Source: an optimization exercise on an open RTL-to-GDS flow (aim: small area, a short achievable clock period and few clock cycles). Production flows keep margins and buffers that such runs may drop. No functional check of the RTL was part of any run shown here. Power and IR drop assume default switching activity.

[design/flow/config.mk]
export PLATFORM = sky130hd
export DESIGN_NAME = frame_reader
export DESIGN_NICKNAME = frame_reader
export VERILOG_FILES = /design/flow/design.v
export SDC_FILE = /design/flow/constraint.sdc
export NUM_CORES = 4
export LEC_CHECK = 0
export CAP_MARGIN = 20
export CORE_MARGIN = 2
export CORE_UTILIZATION = 50
export CTS_CLUSTER_DIAMETER = 80
export CTS_CLUSTER_SIZE = 24
export PLACE_DENSITY = 0.65
export SETUP_SLACK_MARGIN = 3.8
export SLEW_MARGIN = 20
export TNS_END_PERCENT = 100
[design/flow/constraint.sdc]
create_clock -name core_clock -period 6.0 [get_ports {clk}]
set_input_delay 1.2000 -clock core_clock [delete_from_list [all_inputs] [get_ports {clk}]]
set_output_delay 1.2000 -clock core_clock [all_outputs]
set_load 0.01 [all_outputs]
[design/flow/design.v]
module frame_reader (
    input  wire       clk,
    input  wire       rst,
    input  wire       in_valid,
    output wire       in_ready,
    input  wire [7:0] in_data,
    output wire       out_valid,
    input  wire       out_ready,
    output wire [7:0] out_data,
    output wire       out_last,
    output wire       out_discard
);
    localparam [7:0] MAGIC0      = 8'h55;
    localparam [7:0] MAGIC1      = 8'hAA;
    localparam [7:0] MAX_PAYLOAD = 8'd57;
    localparam [2:0] S_IDLE = 3'd0,    
                     S_M1   = 3'd1,    
                     S_ID   = 3'd2,    
                     S_LS   = 3'd3,    
                     S_LEN  = 3'd4,    
                     S_BODY = 3'd5;    
    reg        in_rdy_r;
    assign in_ready = in_rdy_r;
    wire       bv = in_valid && in_rdy_r;
    wire [7:0] b  = in_data;
    reg  [7:0] ring [0:61];
    reg  [5:0] wptr;                   
    reg  [5:0] rptr;                   
    reg  [5:0] occ;                    
    reg  [2:0] st;
    reg  [5:0] rem;                    
    reg [15:0] crc;                    
    reg        dec_v;                  
    reg        dec_bad;                
    reg  [5:0] dec_ld;                 
    reg  [5:0] dec_la;                 
    wire [5:0] wm2 = (wptr < 6'd2) ? wptr + 6'd60 : wptr - 6'd2;
    wire store = bv && (st == S_ID || st == S_LS || st == S_LEN || st == S_BODY);
    reg [15:0] crc_next;
    integer    i;
    always @* begin
        crc_next = ((st == S_LEN) ? 16'h0000 : crc) ^ {8'h00, b};
        for (i = 0; i < 8; i = i + 1) begin
            if (crc_next[0])
                crc_next = (crc_next >> 1) ^ 16'h8408;
            else
                crc_next = crc_next >> 1;
        end
    end
    always @(posedge clk) begin
        if (store)
            ring[wptr] <= b;
    end
    reg  [6:0] q_ent [0:3];
    reg  [2:0] q_wp, q_rp;             
    wire       push      = dec_v;
    wire       push_disc = dec_bad || (crc != 16'h0000);
    wire [5:0] push_last = push_disc ? dec_ld : dec_la;
    always @(posedge clk) begin
        if (rst) begin
            st    <= S_IDLE;
            wptr  <= 6'd0;
            dec_v <= 1'b0;
        end else begin
            dec_v  <= 1'b0;
            if (push && !push_disc)
                wptr <= wm2;                   
            else if (store)
                wptr <= (wptr == 6'd61) ? 6'd0 : wptr + 6'd1;
            if (bv) begin
                case (st)
                    S_IDLE: if (b == MAGIC0) st <= S_M1;
                    S_M1:   if (b == MAGIC1) st <= S_ID;
                            else if (b != MAGIC0) st <= S_IDLE;
                    S_ID:   st <= S_LS;
                    S_LS:   st <= S_LEN;
                    S_LEN: begin
                        rem <= b[5:0];
                        crc <= crc_next;
                        if (b > MAX_PAYLOAD) begin
                            st      <= S_IDLE;
                            dec_v   <= 1'b1;
                        end else begin
                            st <= S_BODY;
                        end
                    end
                    S_BODY: begin
                        rem <= rem - 6'd1;
                        crc <= crc_next;
                        if (rem == 6'h3F) begin
                            st      <= S_IDLE;
                            dec_v   <= 1'b1;
                        end
                    end
                    default: st <= S_IDLE;
                endcase
            end
        end
    end
    always @(posedge clk) begin
        dec_bad <= (st == S_LEN);         
        dec_ld  <= wptr;
        dec_la  <= wm2;
        if (push)
            q_ent[q_wp[1:0]] <= {push_disc, push_last};
        if (rst)
            q_wp <= 3'd0;
        else if (push)
            q_wp <= q_wp + 3'd1;
    end
    reg        ov;
    reg  [7:0] od;
    reg        ol;
    reg        odisc;
    reg  [7:0] h_od;
    reg        h_ol;
    reg        h_odisc;
    reg        cur_v;
    reg        cur_disc;
    reg  [5:0] cur_last;
    reg  [1:0] pre;                    
    reg  [7:0] rsel_hi;
    reg  [7:0] rsel_lo;
    assign out_valid   = ov;
    assign out_data    = od;
    assign out_last    = ol;
    assign out_discard = odisc;
    wire       have   = (q_wp != q_rp);
    wire [6:0] head   = q_ent[q_rp[1:0]];
    wire       in_pre = cur_disc && !pre[1];
    wire       b_last = !in_pre && (rptr == cur_last);
    wire       adv    = !ov || out_ready;
    wire       load   = !cur_v || b_last;    
    reg  [7:0] rdata;
    reg  [7:0] grp;
    integer    g, k;
    always @* begin
        rdata = 8'h00;
        for (g = 0; g < 8; g = g + 1) begin
            grp = 8'h00;
            for (k = 0; k < 8; k = k + 1)
                if (8 * g + k < 62)
                    grp = grp | (ring[8 * g + k] & {8{rsel_lo[k]}});
            rdata = rdata | (grp & {8{rsel_hi[g]}});
        end
    end
    wire [7:0] nd = in_pre ? (pre[0] ? MAGIC1 : MAGIC0) : rdata;
    always @(posedge clk) begin
        od    <= adv ? nd : ~h_od;
        ol    <= adv ? b_last : ~h_ol;
        odisc <= adv ? cur_disc : ~h_odisc;
        if (adv) begin
            h_od    <= ~nd;
            h_ol    <= ~b_last;
            h_odisc <= ~cur_disc;
            if (load) begin
                cur_disc <= head[6];
                cur_last <= head[5:0];
            end
        end
        if (rst) begin
            ov      <= 1'b0;
            cur_v   <= 1'b0;
            pre     <= 2'd0;
            rptr    <= 6'd0;
            rsel_hi <= 8'h01;
            rsel_lo <= 8'h01;
            q_rp    <= 3'd0;
        end else if (adv) begin
            ov <= cur_v;
            if (load) begin
                cur_v <= have;
                if (have)
                    q_rp <= q_rp + 3'd1;
            end
            if (cur_v) begin
                if (in_pre) begin
                    pre <= pre + 2'd1;
                end else begin
                    if (rptr == 6'd61) begin
                        rptr    <= 6'd0;
                        rsel_lo <= 8'h01;
                        rsel_hi <= 8'h01;
                    end else begin
                        rptr    <= rptr + 6'd1;
                        rsel_lo <= {rsel_lo[6:0], rsel_lo[7]};
                        if (rsel_lo[7])
                            rsel_hi <= {rsel_hi[6:0], rsel_hi[7]};
                    end
                end
                if (b_last)
                    pre <= 2'd0;
            end
        end
    end
    wire       rd   = adv && cur_v && !in_pre;   
    wire [2:0] qcnt = q_wp - q_rp;
    always @(posedge clk) begin
        if (rst) begin
            occ      <= 6'd0;
            in_rdy_r <= 1'b1;
        end else begin
            occ      <= occ + {5'd0, store} - {5'd0, rd} - ((push && !push_disc) ? 6'd2 : 6'd0);
            in_rdy_r <= (occ <= 6'd60) && (qcnt <= 3'd3);
        end
    end
endmodule
[design/flow/run.sh]
#!/bin/bash
# synth_recipe.tcl (not shown) runs the flow's synth.tcl, then flattens the netlist and writes it again
# the make line also repeats each setting of config.mk as NAME=value (left out here)
make -C /OpenROAD-flow-scripts/flow DESIGN_CONFIG=/design/flow/config.mk WORK_HOME=/design/flow/orfs CLKGATE_MAP_FILE= SYNTH_SCRIPT=/design/flow/synth_recipe.tcl finish
==> results of run 1 <==
==> registers in the layout, summed over array words and instances (netlist names), 5 cells and up <==
name,cells
ring,496
q_ent,28
crc,16
h_od,8
od,8
rsel_hi,8
rsel_lo,8
cur_last,6
dec_la,6
occ,6
rem,6
rptr,6
wptr,6
dec_ld,5
==> placed cells by master, fill, tap and decap left out, types with 7 or more instances in the layout <==
cell type	synthesis	final
sky130_fd_sc_hd__or4_4	0	8
sky130_fd_sc_hd__o41ai_4	0	8
sky130_fd_sc_hd__buf_16	0	15
sky130_fd_sc_hd__clkbuf_16	0	37
sky130_fd_sc_hd__buf_6	7	17
sky130_fd_sc_hd__a41oi_1	42	15
sky130_fd_sc_hd__dfxtp_1	71	56
sky130_fd_sc_hd__mux2i_1	12	12
sky130_fd_sc_hd__buf_12	0	30
sky130_fd_sc_hd__nand4_1	20	20
sky130_fd_sc_hd__a31oi_1	11	11
sky130_fd_sc_hd__a41oi_2	0	24
sky130_fd_sc_hd__buf_2	31	16
sky130_fd_sc_hd__nor2_4	0	63
sky130_fd_sc_hd__nand3_1	16	7
sky130_fd_sc_hd__a22oi_2	6	80
sky130_fd_sc_hd__nor3_1	9	7
sky130_fd_sc_hd__dfxtp_4	0	9
sky130_fd_sc_hd__edfxtp_1	563	563
sky130_fd_sc_hd__a22oi_1	252	178
sky130_fd_sc_hd__nor2_1	105	41
sky130_fd_sc_hd__ha_1	29	25
sky130_fd_sc_hd__xor2_1	18	18
sky130_fd_sc_hd__buf_4	3	56
sky130_fd_sc_hd__inv_1	30	27
sky130_fd_sc_hd__xnor2_1	39	38
sky130_fd_sc_hd__mux4_2	7	7
sky130_fd_sc_hd__nand2_1	48	42
sky130_fd_sc_hd__o21ai_0	17	16
sky130_fd_sc_hd__a21oi_1	21	19
==> logic make-up after synthesis <==
family / after synthesis / synth area share (%)
flops: 634 / 75.14
compound gates: 386 / 12.19
simple gates: 255 / 5.099
buf+inv: 121 / 2.329
xor+xnor: 57 / 2.047
fa+ha+maj: 32 / 1.734
mux: 26 / 1.462
==> metrics by stage <==
step                total power [mW]  utilization [%]  hold slack, ns
global route                   9.210            60.86          0.4247
finish                         8.924            60.86          0.4149
CTS                            8.863            59.59          0.4186
floorplan                      5.803                -          0.3290
global placement               6.138            53.68          0.4140
detailed placement             6.157            53.68          0.4092
==> power groups by stage <==
stage	Combinational, mW	Clock [mW]	Sequential, mW
floorplan	0.685	0	5.12
global placement	0.968	0	5.17
detailed placement	0.984	0	5.17
CTS	1.26	2.55	5.05
global route	1.43	2.70	5.08
finish	1.34	2.52	5.06
==> area by class of cell <==
| class | instances | area share [%] |
|---|---|---|
| diodes | 1 | 0.008576 |
| clock buffers | 38 | 2.967 |
| clock inverters | 12 | 0.4631 |
| inverters | 36 | 0.5746 |
| multi-input cells | 756 | 24.02 |
| flip-flops and latches | 634 | 62.95 |
| well taps | 615 | 2.637 |
| repair buffers | 142 | 6.359 |
| repair inverters | 1 | 0.02144 |
==> critical path: stages (launching register included) <==
cell	delay, ns
sky130_fd_sc_hd__edfxtp_1	0.44
sky130_fd_sc_hd__nor4_2	0.32
sky130_fd_sc_hd__and4_4	0.28
sky130_fd_sc_hd__and3_4	0.22
sky130_fd_sc_hd__inv_6	0.04
sky130_fd_sc_hd__fa_2	0.47
sky130_fd_sc_hd__ha_4	0.18
sky130_fd_sc_hd__fa_2	0.36
sky130_fd_sc_hd__a21o_1	0.17
sky130_fd_sc_hd__a21oi_2	0.13
sky130_fd_sc_hd__xnor2_1	0.12
sky130_fd_sc_hd__nor2_1	0.05
==> metal layers <==
metal / track usage, % / vias to the layer above / wire length [um]
met1: 34.17 / 7321 / 26610
met3: 7.838 / 127 / 6066
met5: 0 / - / 13
met2: 39.74 / 617 / 30080
met4: 9.272 / 2 / 2501
li1: - / 6210 / -
==> what timing repair did <==
| action | CTS | global route |
|---|---|---|
| buffers inserted | 69 | 17 |
| cloned | 11 | 3 |
| setup endpoints to repair | 589 | 242 |
| pin swaps | 59 | 56 |
| gates resized for setup | 230 | 71 |
==> path summary, 6_finish.rpt <==
kind                            startpoint      to
worst max-delay path                crc[4]  occ[5]
worst min-delay path               h_od[2]   od[2]
worst max register to register      crc[4]  occ[5]
worst min register to register     h_od[2]   od[2]
==> notes.md, run 1 <==
Status
The flow ran to the end and the layout has no timing, DRC or antenna violations.

Global route
Global routing consumed, over all layers together, 25.56% of the routing resources. The wire length of the first global-routing pass is 92870 um. The total overflow left after global routing is 0. The pin count of the biggest net entering global routing is 68. The number of global-route vias before repair was 13910. The number of antenna violations at the first check in global routing is 3.

Timing
The number of pins with negative max-slew slack in the final report was 0. Across the routed clock network, the largest skew measured is 0.02950 ns. The hold violation total from the final report is 0. Adding up every negative setup slack in the final design gives 0 ns. The final critical-path required period is 2.930 ns. The final-report setup violation count is 0. The maximum achievable frequency is 341.4 MHz.

At the pin with the least slew margin, the transition time is 0.6720 ns. The post-route worst setup slack is 3.070 ns. The share of the cycle needed by the critical path after routing is 48.83%. Setup repair after global routing could not meet its margin everywhere.

Measured against its own limit, the worst slew margin works out to 55.14%.

Layout
The net total in the final layout is 1649. In the final layout, flip-flops and latches occupy 0.01837 mm2. In the final layout, the multi-input gates occupy 0.007009 mm2. The post-route netlist has 28.29% of its cells at a drive strength greater than 1. The number of standard cells in the layout, taps in and fillers out is 2235. Relative to the synthesized area, the layout overhead comes to 19.63%.

Counting the fill cells in the layout gives 3378. After routing the design area is 0.02918 mm2.

Routing
The number of remaining DRC errors is 0. The pre-antenna-repair detailed-routing pass consisted of 6 iterations. Detailed routing inserted a total of 14280 vias.

The routed design has 65270 um of wire. The via density per instance is 6.388. The number of antenna-violating nets in the routed design is 0.

After detailed routing, the average wire length per cell comes to 29.20 um. After the first detailed-routing iteration, the DRC count stood at 1615.

Clock network
The clock tree synthesis step divided the H-tree into 2 levels. The TritonCTS sink count is 634. TritonCTS built the clock tree.

The number of clock buffers inserted by TritonCTS is 34. The post-cts hold buffer count is 0. The clock tree root driver cell is sky130_fd_sc_hd__clkbuf_16. The clock reaches the later pin of the worst-skew pair after 0.59 ns. The clock tree buffer depth is 3. Clock-pin slew was measured on the worst setup and hold paths at 0.09 ns.

Pwr
Internal power comes to 6.654 mW. The share of total power dissipated in combinational logic is 15.0%. In this run switching power makes up 25.44% of total power. The maximum resistive drop on vdd is 0.0002017 V.

Power spread over the standard cell area amounts to 305.8 mW/mm2. The leakage component of the power is 8.798 nW. The clock network accounts for 28.2% of the total power. The switching power summed over all nets is 2.270 mW.

The portion of total power attributed to sequential cells is 56.7%.

Worst setup path
The number of cell instances on the worst register-to-register path is 11. The endpoint required time on the critical path is 6.44 ns. The sort of element at the start of the critical path is a flip-flop. The type of destination of the critical path is a flip-flop. The kind of critical path is reg2reg.

In this run the worst path has a maximum fanout of 2. At the worst endpoint, the arrival time is 3.37 ns. In this run the register-to-register setup slack is 3.07 ns.

Worst hold path
The instance count along the most critical hold path is 1. In this run the worst hold path is classified as reg2reg.

Logic synthesis
The count of state elements after synthesis is 634. For this run, the number of Yosys warnings is 1. The netlist area before placement is 0.02439 mm2. Counting every net in the synthesized netlist gives 1555. The number of cells produced by synthesis is 1511. Sequential cells were found to cover 75.14% of the synthesized design area. In the synthesized netlist the dominant register cell turns out to be sky130_fd_sc_hd__edfxtp_1. In the post-synthesis netlist, the cell with the most instances is sky130_fd_sc_hd__edfxtp_1.

In this run the biggest area consumer among cell types represents 69.31% of the synthesized area. In the synthesized netlist, the cells that appear most often are sky130_fd_sc_hd__edfxtp_1, sky130_fd_sc_hd__a22oi_1, sky130_fd_sc_hd__nor2_1. In this run, synthesis inferred 563 flip-flops with an integrated enable. By area the synthesized netlist is led by sky130_fd_sc_hd__edfxtp_1, sky130_fd_sc_hd__a22oi_1, sky130_fd_sc_hd__dfxtp_1.

In the synthesized netlist the async set-or-reset flop fraction comes to 0%. The largest total area in the synthesized netlist belongs to sky130_fd_sc_hd__edfxtp_1. The count of unique library cells instantiated by Yosys is 65.

The synthesized area divided by synthesized cell count is 16.14 um2.

Die
The core region is 0.04795 mm2. The horizontal extent of the die is 224.9 um. The die is 224.9 um tall. The starting density of the core is 50.87%. 24 I/O pins were placed. The die covers 0.05057 mm2. The standard-cell row count is 80.

Placed design
The number of port buffers is 23. In this run, placement finished with an instance count of 2083. The worst setup timing slack at the placement stage is 1.476 ns. Summed over all nets, the half-perimeter wirelength after detailed placement is 33990 um.

Once placement finished, the instance area stood at 0.02574 mm2. Routability-driven placement finished with a final weighted congestion of 0.7922.

Flow run
The reported max-cap violation count is 0.
==> run 2: changes to the inputs <==
--- a/design/flow/design.v
+++ b/design/flow/design.v
@@ -195,12 +195,17 @@
     end
     wire       rd   = adv && cur_v && !in_pre;   
     wire [2:0] qcnt = q_wp - q_rp;
+    reg        occ_rw;
+    wire [5:0] occ_b = occ - {4'd0, occ_rw, 1'b0};
     always @(posedge clk) begin
         if (rst) begin
             occ      <= 6'd0;
+            occ_rw   <= 1'b0;
             in_rdy_r <= 1'b1;
         end else begin
-            occ      <= occ + {5'd0, store} - {5'd0, rd} - ((push && !push_disc) ? 6'd2 : 6'd0);
+            occ_rw   <= push && !push_disc;
+            occ      <= (store && !rd) ? occ_b + 6'd1 :
+                        (rd && !store) ? occ_b - 6'd1 : occ_b;
             in_rdy_r <= (occ <= 6'd60) && (qcnt <= 3'd3);
         end
     end
==> run 2 against run 1 <==
  * Critical endpoint is now in_ready
  * Die area hardly changed
  * Sequential power is 1% lower
  * Still clean on timing, DRC and antenna
  * Non-clock buffer count is 83 lower
  * Final area is 6.7% lower
  * Area after synthesis hardly changed
==> notes.md, run 2 <==
Status
The flow ran to the end and the layout has no timing, DRC or antenna violations.

Pwr
The maximum resistive drop on vdd is 0.0002128 V (+5.5%). The leakage component of the power is 8.328 nW (-5.3%). The power per cell area came to 303.8 mW/mm2 (-0.65%).

Global route
The global-route congestion overflow total was 0 (unchanged). The busiest metal layer after global routing is met2. The wire length of the first global-routing pass came to 89000 um (-4.2%). The fraction of met2 tracks used by global routing is 39.36% (-0.38 points). The number of antenna violations at the first check in global routing is 0 (-3). The met3 usage is 4.128% (-3.7 points). The met1 usage is 33.29% (-0.87 points). The number of global-route vias before repair is 13800 (-0.76%).

The global-route usage over all layers is 24.10% (-1.5 points). The pin count of the biggest net entering global routing was 70 (+2.9%).

Placed design
The number of port buffers was 23 (unchanged). The sum of net half-perimeters after detailed placement is 36890 um (+8.5%). The final RePlAce weighted congestion is 0.8728 (+10%). The worst setup timing slack at the placement stage is 1.998 ns (+0.5216 ns).

Routing
The average wire length per cell after detail routing is 27.59 um (-5.5%). The via density per instance was 6.363 (-0.39%). The total via count in the routed design is 14120 (-1.1%). The number of detailed-route iterations in the first pass is 6 (unchanged). The number of remaining DRC errors is 0 (unchanged). The total wirelength of the detailed-routed design was 61230 um (-6.2%).

The number of antenna-violating nets in the routed design was 0 (unchanged). The number of design-rule violations left by the first detailed-router iteration was 1436 (-11%).

Worst setup path
The reg-to-reg setup timing slack came to 3.78 ns (+0.71 ns). The number of buffer and inverter stages on the critical path is 1 (unchanged). On the critical path, the stage with the largest delay is an instance of sky130_fd_sc_hd__dfxtp_4. The arrival time of the worst setup path was 1.09 ns (-2.28 ns).

The type of destination of the critical path is a primary output. The critical path in this run is classified as reg2out. The highest net fanout along the worst path is 2 (unchanged). The number of cell instances on the worst register-to-register path is 8 (-3). The endpoint required time on the critical path is 4.80 ns (-1.64 ns). The sort of element at the start of the critical path is a flip-flop.

The critical path depth in cells is 1 (-10). The signal on the critical path passes through buf_6. Grouping stages by cell kind, the critical path spends the most delay in flip-flops. The biggest cell delay along the critical path came to 0.36 ns (-0.11 ns).

Timing
The pin slew with the least headroom to its limit was 1.021 ns (+0.3493 ns). Setup repair after global routing could not meet its margin everywhere. The final critical-path required period is 2.293 ns (-0.6369 ns). The post-route setup TNS is 0 ns (unchanged). The final-report setup violation count is 0 (unchanged).

The maximum achievable frequency was 436.2 MHz (+28%). The post-route worst setup slack is 3.707 ns (+0.6369 ns). The clock skew after layout is 0.02241 ns (-0.007093 ns).

The share of the cycle needed by the critical path after routing is 38.21% (-11 points). The number of pins with negative max-slew slack in the final report is 0 (unchanged). The worst slew margin relative to its limit was 31.69% (-23 points). The hold violation total from the final report is 0 (unchanged).

Logic synthesis
The largest total area in the synthesized netlist belongs to sky130_fd_sc_hd__edfxtp_1. The sequential element share of the synthesized area was 75.25% (+0.11 points). The commonest register cell after synthesis is sky130_fd_sc_hd__edfxtp_1. The synthesized area divided by synthesized cell count is 15.44 um2 (-4.3%). The number of warning messages in the yosys log came to 1 (unchanged). The number of enable flip-flop cells after synthesis is 563 (unchanged). The number of cells produced by synthesis came to 1579 (+4.5%). The netlist area before placement was 0.02438 mm2 (about the same). Ranked by instance count, the synthesized netlist is headed by sky130_fd_sc_hd__edfxtp_1, sky130_fd_sc_hd__a22oi_1, sky130_fd_sc_hd__nor2_1. The synthesized netlist net count was 1620 (+4.2%). Yosys attributes the largest share of cell area to sky130_fd_sc_hd__edfxtp_1, sky130_fd_sc_hd__a22oi_1, sky130_fd_sc_hd__dfxtp_1.

The count of state elements after synthesis came to 635 (+0.16%). The most instantiated library cell after synthesis is sky130_fd_sc_hd__edfxtp_1. The proportion of register bits with asynchronous set or reset after synthesis is 0% (unchanged). The area share of the largest cell type after synthesis is 69.33% (about the same). The count of unique library cells instantiated by Yosys is 57 (-12%).

Layout
The flip-flop count of the largest register after layout is 496 (unchanged). Counting flops per register, the top entry is ring. Leaving out fill and tap cells, the most frequent cell in the layout is sky130_fd_sc_hd__edfxtp_1.

The share of cells above drive strength 1 came to 17.14% (-11 points). The antenna cell count was 0 (-1). In the layout the commonest cells are sky130_fd_sc_hd__edfxtp_1, sky130_fd_sc_hd__a22oi_1, sky130_fd_sc_hd__nand2_1, sky130_fd_sc_hd__nor2_4, sky130_fd_sc_hd__nand4_1. The footprint of the multi-input gates was 0.006457 mm2 (-7.9%). The area added between synthesis and finish is 11.61%. The net total in the final layout is 1620 (-1.8%).

The footprint of the flip-flops and latches is 0.01839 mm2 (+0.11%). The number of inserted filler cells in the final layout is 3705 (+9.7%).

Clock network
The number of H-tree levels is 1 (-1). The post-cts hold buffer count is 0 (unchanged). The TritonCTS sink count is 635 (+0.16%). The clock-pin slew reported for the worst setup and hold paths after clock tree synthesis came to 0.09 ns (about the same).

The CTS tree is built. In this run the clock root is driven by a sky130_fd_sc_hd__clkbuf_16. The clock insertion delay at the later pin of the skew report was 0.63 ns (+0.04 ns).

The clock tree buffer depth was 3 (unchanged). The number of clock buffers inserted by TritonCTS is 31 (-8.8%).

Die
The overall die area is 0.05055 mm2 (about the same). The chip height is 224.8 um (about the same). The starting density of the core is 50.86% (about the same). The standard-cell row count is 80 (unchanged). The horizontal extent of the die is 224.8 um (about the same). The number of primary I/O pins is 24 (unchanged). The placeable core region is 0.04795 mm2 (unchanged).

Worst hold path
The instance count along the most critical hold path is 1 (unchanged). The worst hold path class is reg2reg.

Flow run
The reported max-cap violation count came to 0 (unchanged).
## run 2: cell type report
class	count	share of cell area (%)
flip-flops and latches	635	67.57
multi-input cells	824	23.73
clock buffers	53	3.232
well taps	615	2.828
repair buffers	59	1.991
inverters	28	0.4598
clock inverters	5	0.1885
## run 2: what timing repair did
action,CTS,global route
resized for setup,148,27
hold endpoints to repair,0,0
buffers inserted,15,5
endpoints found under the setup margin,596,234
pin swaps,11,7
## run 2: worst paths after layout
| check | end | start |
|---|---|---|
| setup / recovery | in_ready | in_rdy_r |
| hold / removal | od[1] | h_od[1] |
| setup reg to reg | occ[5] | occ[1] |
| hold reg to reg | od[1] | h_od[1] |
## run 2: cells by family (layout without fill, tap and decap cells)
logic type | count (synthesis) | count (layout) | synth area share (%)
muxes | 23 | 23 | 1.329
DFF | 635 | 635 | 75.25
adders and majority gates | 29 | 29 | 1.519
xor gates and xnor gates | 60 | 60 | 2.186
buffers and inverters | 120 | 145 | 2.130
and+or+nand+nor | 343 | 343 | 6.758
AOI/OAI and AO/OA | 369 | 369 | 10.83
## run 2: stage by stage
step	util (%)	std cells	total power [mW]	area (um2)	hold slack [ns]
after detailed placement	53.57	2141	5.919	25690	0.4203
final	56.76	2219	8.269	27210	0.4257
after global routing	56.76	2219	8.512	27210	0.4431
after global placement	53.57	2141	5.909	25690	0.4152
after CTS	56.42	2214	8.273	27050	0.4306
after floorplan	-	1579	5.558	25070	0.3258
## run 2: worst reg2reg max path, delay by kind of cell (launching register included)
kind | cells | cell delay [ns]
simple gates | 4 | 0.87
compound gates | 1 | 0.21
fa+ha+maj | 2 | 0.64
flops | 1 | 0.34
buf+inv | 1 | 0.05
## run 2: power by group
group	switching, mW	internal, mW	leakage (nW)
Combinational	0.572	0.340	2.15
Sequential	0.0899	4.91	5.73
Clock	1.34	1.02	0.443
## run 2: layer usage
layer	up-vias	share of wire [%]
li1	6190	-
met1	7165	40
met2	658	48
met3	106	8.4
met4	0	3.4
met5	-	0
==> run 3: changes to the inputs <==
--- a/design/flow/design.v
+++ b/design/flow/design.v
@@ -194,18 +194,20 @@
         end
     end
     wire       rd   = adv && cur_v && !in_pre;   
+    wire       rw   = push && !push_disc;         
     wire [2:0] qcnt = q_wp - q_rp;
-    reg        occ_rw;
-    wire [5:0] occ_b = occ - {4'd0, occ_rw, 1'b0};
+    wire [5:0] occ_p1 = occ + 6'd1;
+    wire [5:0] occ_m1 = occ - 6'd1;
+    wire [5:0] occ_m2 = occ - 6'd2;
+    wire [5:0] occ_m3 = occ - 6'd3;
+    wire [5:0] occ_n  = rw ? ((store && !rd) ? occ_m1 : (rd && !store) ? occ_m3 : occ_m2)
+                           : ((store && !rd) ? occ_p1 : (rd && !store) ? occ_m1 : occ);
     always @(posedge clk) begin
         if (rst) begin
             occ      <= 6'd0;
-            occ_rw   <= 1'b0;
             in_rdy_r <= 1'b1;
         end else begin
-            occ_rw   <= push && !push_disc;
-            occ      <= (store && !rd) ? occ_b + 6'd1 :
-                        (rd && !store) ? occ_b - 6'd1 : occ_b;
+            occ      <= occ_n;
             in_rdy_r <= (occ <= 6'd60) && (qcnt <= 3'd3);
         end
     end
==> run 3 against run 2 <==
  * Wire length increased by 4.0%
  * Global-route usage up 0.88 points
  * Synthesized cell count grew 2.5%
  * Critical endpoint unchanged
  * Largest power group unchanged
==> notes.md, run 3 <==
Logic synthesis
The synthesized design spends more area on one cell type than any other, namely sky130_fd_sc_hd__edfxtp_1. The commonest cells after synthesis are sky130_fd_sc_hd__edfxtp_1, sky130_fd_sc_hd__a22oi_1, sky130_fd_sc_hd__nor2_1. The xor-xnor portion of the synthesized cell area came to 2.247% (+0.061 points). The adder-cell share of the synthesized area is 1.508% (-0.011 points).

The count of unique library cells instantiated by Yosys came to 61 (+7.0%). The sequential element share of the synthesized area was 74.63% (-0.61 points). The count of state elements after synthesis is 634 (-0.16%). The synthesized area divided by synthesized cell count is 15.17 um2 (-1.8%). By instance count, the leading cell after synthesis is sky130_fd_sc_hd__edfxtp_1. The number of warning messages in the yosys log came to 1 (unchanged). The mux share of post-synthesis cell area is 1.529% (+0.20 points). After synthesis, the cell types taking the most area are sky130_fd_sc_hd__edfxtp_1, sky130_fd_sc_hd__a22oi_1, sky130_fd_sc_hd__dfxtp_1. The post-synthesis compound-gate area fraction came to 11.02% (+0.19 points). The commonest register cell after synthesis is sky130_fd_sc_hd__edfxtp_1.

The proportion of register bits with asynchronous set or reset after synthesis is 0% (unchanged). The number of enable flip-flop cells after synthesis was 563 (unchanged). The number of cells produced by synthesis is 1619 (+2.5%).

The netlist area before placement was 0.02456 mm2 (+0.71%). The synthesized netlist net count is 1660 (+2.5%). The area share of the largest cell type after synthesis was 68.84% (-0.49 points). The share of synthesized cell area in and, or, nand and nor gates came to 7.138% (+0.38 points). After synthesis, the largest family of logic cells by area is compound AO/OA/AOI/OAI gates.

Layout
More flip-flops sit in one register than any other, and that register is ring. The share of cells above drive strength 1 is 19.14% (+2.0 points). The net total in the final layout is 1696 (+4.7%). Compared with the post-synthesis result, the final layout area differs by 14.28%. The flip-flop count of the largest register after layout is 496 (unchanged). In the layout the commonest cells are sky130_fd_sc_hd__edfxtp_1, sky130_fd_sc_hd__a22oi_1, sky130_fd_sc_hd__nand2_1, sky130_fd_sc_hd__nand4_1, sky130_fd_sc_hd__nor2_4.

The library cell used most frequently in the layout, excluding fill and tap cells, is sky130_fd_sc_hd__edfxtp_1. The post-route cell area was 0.02806 mm2 (+3.1%). The antenna cell count is 0 (unchanged).

Routing
The via density per instance is 6.268 (-1.5%). The total wirelength of the detailed-routed design is 63690 um (+4.0%). The sum of routed wire segments on met1 is 26230 um (+6.2%).

The number of detailed-route iterations in the first pass is 5 (-1). The number of remaining DRC errors was 0 (unchanged). The average wire length per cell after detail routing is 27.26 um (-1.2%). The routed length on met2 is 29630 um (+1.1%). The routed length on met3 is 5723 um (+11%). After detailed routing, no signal wire sits above met4.

The total via count in the routed design is 14640 (+3.7%). The number of design-rule violations left by the first detailed-router iteration is 1912 (+33%). The number of antenna-violating nets in the routed design was 0 (unchanged).

Timing
The clock skew after layout is 0.02717 ns (+0.004759 ns). The share of the cycle needed by the critical path after routing is 37.34% (-0.87 points). The maximum achievable frequency came to 446.4 MHz (+2.3%). Setup repair after global routing could not meet its margin everywhere. The worst slew margin relative to its limit is 40.99% (+9.3 points). The number of pins with negative max-slew slack in the final report is 0 (unchanged). The post-route setup TNS came to 0 ns (unchanged).

The hold violation total from the final report is 0 (unchanged). The final-report setup violation count is 0 (unchanged). The pin slew with the least headroom to its limit is 0.8851 ns (-0.1362 ns). The final critical-path required period came to 2.240 ns (-0.05225 ns).

Clock network
The TritonCTS sink count was 634 (-0.16%). The number of H-tree levels came to 2 (+1). The number of clock buffers inserted by TritonCTS is 34 (+9.7%).

The clock tree buffer depth is 3 (unchanged). TritonCTS built the clock tree. The clock insertion delay at the later pin of the skew report is 0.58 ns (-0.05 ns).

The post-cts hold buffer count is 0 (unchanged). The clock tree root driver cell is sky130_fd_sc_hd__clkbuf_16. The clock-pin slew reported for the worst setup and hold paths after clock tree synthesis is 0.09 ns (about the same).

Pwr
The leakage component of the power is 8.649 nW (+3.9%). The maximum resistive drop on vdd came to 0.0001969 V (-7.5%). The share of power burned in combinational logic is 8.0% (-3.0 points). The clock share of power came to 31.1% (+2.6 points). The switching power summed over all nets is 1.856 mW (-7.2%).

The net switching share of the total power is 22.94% (-1.3 points). The portion of total power attributed to sequential cells is 60.9% (+0.4 points). The total power is 8.094 mW (-2.1%).

The power per cell area is 288.4 mW/mm2 (-5.1%). The cell internal power dissipation is 6.238 mW (-0.49%).

Worst setup path
The arrival time of the worst setup path is 1.04 ns (-0.05 ns). The number of buffer and inverter stages on the critical path came to 1 (unchanged). The biggest cell delay along the critical path is 0.36 ns (about the same).

Traced cell by cell, the critical path runs through buf_6. The worst setup path is captured at a primary output. The library cell contributing the largest single delay on the critical path is sky130_fd_sc_hd__dfxtp_4. The highest net fanout along the worst path is 2 (unchanged).

The endpoint required time on the critical path came to 4.80 ns (about the same). The kind of critical path is reg2out. The cell type group with the largest total delay on the critical path is flip-flops. The sort of element at the start of the critical path is a flip-flop.

Flow run
The reported max-cap violation count is 0 (unchanged).

Die
The standard-cell row count is 81 (+1.3%). The number of primary I/O pins is 24 (unchanged). The overall die area is 0.05090 mm2 (+0.70%). The chip height is 225.6 um (+0.35%).

The placeable core region is 0.04875 mm2 (+1.7%). The horizontal extent of the die is 225.6 um (+0.35%). The starting density of the core is 50.38% (-0.48 points).

Placed design
The number of port buffers is 23 (unchanged). The final RePlAce weighted congestion is 0.8820 (+1.1%). The sum of net half-perimeters after detailed placement was 38370 um (+4.0%). The placement-stage cell area was 0.02604 mm2 (+1.4%).

Status
The run finished with no timing, DRC or antenna violations.

Global route
The global-route usage over all layers is 24.98% (+0.88 points). The number of global-route vias before repair is 14020 (+1.6%). The pin count of the biggest net entering global routing is 70 (unchanged). The number of antenna violations at the first check in global routing was 0 (unchanged). The global-route congestion overflow total came to 0 (unchanged).

The wire length of the first global-routing pass was 92340 um (+3.8%).

Worst hold path
The worst hold path class is reg2reg.
run 3: changes by cell type after synthesis, sizes merged, moves of 5 or more:
cell | before | now
clkbuf | 38 | 73
nor3 | 12 | 17
buf | 54 | 25
xor2 | 14 | 19
nand2 | 78 | 88
nand2b | 9 | 4
a21oi | 33 | 27
run 3: routing by layer:
metal  vias to the layer above  track usage (%)
met5                         -                0
met4                         0            7.520
met3                       113            5.204
met2                       748            38.63
met1                      7372            35.93
li1                       6410                -
run 3: logic make-up (layout without fill, tap and decap cells):
logic type	after synthesis	in the layout
compound gates	377	377
fa+ha+maj	29	29
flops	634	634
buf+inv	123	175
mux	28	28
simple gates	365	366
xor+xnor	63	63
run 3: repair_timing:
action                                  in CTS  in global routing
endpoints found under the setup margin     635                568
buffers inserted                            30                 23
cloned                                       2                  0
pin swaps                                   27                 21
gates resized for setup                    141                 47
endpoints found under the hold margin        0                  0
run 3: stage by stage:
step / cells / util, % / worst slack, ns / hold slack (ns)
2_1_floorplan: 1619 / - / 3.379 / 0.3529
3_3_place_gp: 2228 / 53.40 / 2.166 / 0.4191
3_5_place_dp: 2228 / 53.42 / 2.089 / 0.4103
4_1_cts: 2313 / 56.68 / 3.736 / 0.4227
5_1_grt: 2336 / 57.57 / 3.734 / 0.4346
6_report: 2336 / 57.57 / 3.760 / 0.4222
run 3: area by class of cell:
cell class	count	area [um2]
clock buffer	44	909.6
clock inverter	9	108.9
fill	3703	20680
inverter	25	101.3
multi-input combinational	863	6803
sequential	634	18380
tap	664	830.8
timing repair buffer	96	929.6
timing repair inverter	1	6.256
run 3: worst paths after layout:
path / from / endpoint / slack [ns] / cells past startpoint
setup / recovery: in_rdy_r / in_ready / 3.76 / 1
hold / removal: h_od[2] / od[2] / 0.42 / 1
setup reg to reg: rsel_lo[4] / od[2] / 3.81 / 7
hold reg to reg: h_od[2] / od[2] / 0.42 / 1
run 3: power by group through the flow:
stage / combinational, mW / clock [mW] / sequential [mW]
after floorplan: 0.378 / 0 / 4.99
after global placement: 0.575 / 0 / 5.03
after detailed placement: 0.583 / 0 / 5.03
after CTS: 0.609 / 2.56 / 4.93
after global routing: 0.699 / 2.70 / 4.94
final: 0.648 / 2.52 / 4.93

-- what the ideal ports hide --
How much do the figures lean on ideal ports? The routed layouts below were timed once more, with nothing changed but the port constraints. Step 1 assumes that a clkbuf_16 drives the clock port and a buf_2 every other input. Step 2 moves the port delays by t, midway between the first and last clock arrival at a register: inputs arrive t later, outputs are due t later. That takes back most of the time a late clock gives input paths. Slacks: ideal ports / drivers / drivers and shift; pairs: ideal ports / drivers.
| run | t (ns) | setup slack, ns | worst setup path after step 2 | clock arrival spread, ns |
|---|---|---|---|---|
| run 1 | 0.636 | 3.070 / 3.070 / 2.503 | input to register | 0.030 / 0.030 |
| run 2 | 0.674 | 3.707 / 3.652 / 3.060 | input to register | 0.026 / 0.026 |
| run 3 | 0.623 | 3.760 / 3.704 / 3.211 | input to register | 0.027 / 0.027 |
After both steps setup and hold are still met in every run listed. The setup slack of run 2, which loses most, moves by -0.055 ns with the drivers and by -0.647 ns with both steps.
